Source: an optimization exercise on an open RTL-to-GDS flow (aim: small area, a short achievable clock period and few clock cycles per item). Production flows keep margins and buffers that such runs may drop.
Only simulation tests tie the RTL to the original design; equivalence was not proved.

## sstv_tone_alu
module sstv_tone_alu (
    input  wire        clk,
    input  wire        rst,
    input  wire        in_valid,
    output wire        in_ready,
    input  wire [1:0]  in_op,
    input  wire [31:0] in_a,
    input  wire [37:0] in_b,
    output wire        out_valid,
    input  wire        out_ready,
    output wire [31:0] out_res,
    output wire [37:0] out_n
);
    reg        v0;
    reg        pix0;        
    reg        scale0;      
    reg        sel_y, sel_ry, sel_by;    
    reg [31:0] a_q;
    reg [37:0] b_q;
    reg [3:0]  cnt;
    reg        acc_on;      
    reg        rdy_q;       
    reg [7:0]  bd;          
    reg        v1;
    reg        pix1;
    reg        scale1;
    reg        early1;      
    reg        blend1;
    reg [39:0] ns1;
    reg [39:0] nc1;
    reg [37:0] h1;
    reg        v2;
    reg        pix2;
    reg [37:0] n2;
    reg [38:0] m2;
    reg        v3;
    reg        pix3;
    reg        clamp3;
    reg [37:0] n3;
    reg [27:0] q3;
    reg [14:0] ml3;
    reg        vo;
    reg [31:0] res_o;
    reg [37:0] n_o;
    reg        vk;
    reg [31:0] res_k;
    reg [37:0] n_k;
    wire adv   = ~vk;
  ...
For scale: roughly 3700 cells after synthesis, about 150 I/O pins.
Settings: LEC_CHECK=0, CAP_MARGIN=20, CORE_MARGIN=2, CORE_UTILIZATION=60, CTS_BUF_LIST=sky130_fd_sc_hd__clkbuf_4 sky130_fd_sc_hd__clkbuf_8, PLACE_DENSITY=0.75, SLEW_MARGIN=20; clock period 18.0 ns.
standard.sh (not shown) runs the stock make flow with config.mk's settings and CLKGATE_MAP_FILE= SYNTH_SCRIPT=/design/flow/synth_recipe.tcl, a recipe that flattens the netlist after the stock synthesis.
==> flow/flow/run.sh <==
#!/bin/bash
# Standard layout, with three changes:
# - between synthesis and floorplan, flow/fapol.py picks the polarity of each
#   full-adder cell so that fewer inverters sit between full adders (a full
#   adder is self-dual); registers and every other cell are left as the
#   standard synthesis made them;
# - timing repair aims for 12.5 ns of setup slack at the design's 18 ns clock
#   (the constraints themselves are unchanged);
# - the port buffers are plain buffers (sky130_fd_sc_hd__buf_1) instead of
#   delay buffers.
set -euo pipefail
R=orfs/results/${FLOW_PLATFORM}/sstv_tone_alu/base
bash standard.sh synth > synth.log 2>&1
cp "$R/1_2_yosys.v" "$R/1_2_yosys.std.v"
python3 flow/fapol.py "$R/1_2_yosys.std.v" "$R/1_2_yosys.v" > fapol.log 2>&1
rm -f "$R/1_synth.odb" "$R/1_synth.sdc"
export SETUP_SLACK_MARGIN=12.5
export BUFFER_PORTS_ARGS="-buffer_cell sky130_fd_sc_hd__buf_1"
bash standard.sh > layout.log 2>&1
Other scripts of this flow, unchanged in this note and not shown: flow/flow/fapol.py
Testbench counts at the start, summed over its fixed seeds: cycles 5,232, items 4,312.
Next try:
--- a/flow/design.v
+++ b/flow/design.v
@@ -1006,23 +1006,22 @@
     wire at561 = at410 ^ at485 ^ at484;
     wire at562 = (at410 & at485) | (at484 & (at410 ^ at485));
     wire at563 = at412 ^ at487 ^ at486;
     wire at564 = (at412 & at487) | (at486 & (at412 ^ at487));
     wire at565 = tp331 ^ at488;
     wire at566 = tp331 & at488;
     wire [39:0] ta = {at566, at565, at563, at561, at559, at557, at555, at553, at551, at549, at547, at545, at543, at541, at539, at537, at535, at533, at531, at529, at527, at525, at523, at521, at519, at517, at515, at513, at511, at509, at507, at505, at503, at501, at499, at497, at495, at493, at491, at413};
     wire [39:0] tb = {1'b0, at564, at562, at560, at558, at556, at554, at552, at550, at548, at546, at544, at542, at540, at538, at536, at534, at532, at530, at528, at526, at524, at522, at520, at518, at516, at514, at512, at510, at508, at506, at504, at502, at500, at498, at496, at494, at492, at490, at489};
     wire [15:0] dw = b_q[15:0];
     wire [15:0] r0 = b_q[31:16];       
     wire [31:0] q0 = a_q;
-    wire dskip = ~scale0 & (cnt == 4'd0) & ({2'd0, a_q[31:18]} < dw);
     wire [16:0] t0 = {r0, q0[31]};
     wire [16:0] d0 = t0 - {1'b0, dw};
     wire        g0 = t0[16] | ~d0[16];
     wire [15:0] r1 = g0 ? d0[15:0] : t0[15:0];
     wire [31:0] q1 = {q0[30:0], g0};
     wire [16:0] t1 = {r1, q1[31]};
     wire [16:0] d1 = t1 - {1'b0, dw};
     wire        g1 = t1[16] | ~d1[16];
     wire [15:0] r2 = g1 ? d1[15:0] : t1[15:0];
     wire [31:0] q2 = {q1[30:0], g1};
     wire nap0 = ns1[0] ^ nc1[0];
@@ -3056,29 +3055,26 @@
             if (rdy_q) begin
                 pix0   <= in_pix;
                 scale0 <= in_op == 2'd1;
                 sel_ry <= in_pix & ~in_a[25] &  in_a[24];
                 sel_by <= in_pix &  in_a[25] & ~in_a[24];
                 sel_y  <= in_pix & ~(in_a[25] ^ in_a[24]);
                 bd     <= in_b[7:0] & {8{in_op == 2'd1}};
                 a_q    <= in_a;
                 b_q    <= {in_b[37:32], in_b[31:16] & {16{in_op != 2'd2}}, in_b[15:0]};
                 cnt    <= 4'd0;
             end else begin
-                cnt <= dskip ? 4'd7 : cnt + 4'd1;
+                cnt <= cnt + 4'd1;
                 bd <= b_q[15:8] & {8{scale0}};
                 if (scale0) begin
                     b_q[31:0] <= {lo, b_q[31:8]};
-                end else if (dskip) begin
-                    a_q <= {a_q[17:0], 14'd0};
-                    b_q[31:16] <= {2'd0, a_q[31:18]};
                 end else begin
                     a_q <= q2;
                     b_q[31:16] <= r2;
                 end
             end
             pix1   <= pix0;
             scale1 <= scale0;
             early1 <= cnt != 4'd3;
             blend1 <= a_q[26];
             ns1    <= ta;
             nc1    <= tb;
Design area falls by 2.1%.
Wire length is lower by 4.9%.
Worst hold slack is better by 0.015 ns.
Clock skew rose by 0.0098 ns.
Core utilization is about the same.
Via count falls by 5.6%.
Synthesized area came out lower by 1.9%.
Maximum frequency hardly moves.
Synthesized cell count went down by 4.5%.
Clock-buffer cell count grows by 6.
Testbench counts after the change, summed over its fixed seeds: cycles 5,616, items 4,312.

==> re-timing with driven ports <==
The flow's constraints put no driver on any port. The routed layouts listed below were extracted and timed again, unchanged, in two steps. Step 1: set_driving_cell puts a clkbuf_16 on clk and a buf_2 on each other input, an assumption about the parent block. Step 2 moves the port delays by t, midway between the first and last clock arrival at a register: inputs arrive t later, outputs are due t later. That takes back most of the time a late clock gives input paths. Slacks: no drivers / after step 1 / after step 2; pairs: no drivers / after step 1.
run | t (ns) | slack for setup (ns) | worst hold slack (ns) | clock arrival spread, ns | cell pins on the clock port's net
the first run | 0.761 | 12.452 / 12.452 / 12.452 | 0.391 / 0.391 / 0.391 | 0.040 / 0.040 | 1
the second run | 0.770 | 12.455 / 12.455 / 12.455 | 0.406 / 0.406 / 0.406 | 0.051 / 0.051 | 1
After both steps setup and hold are still met in every run listed.
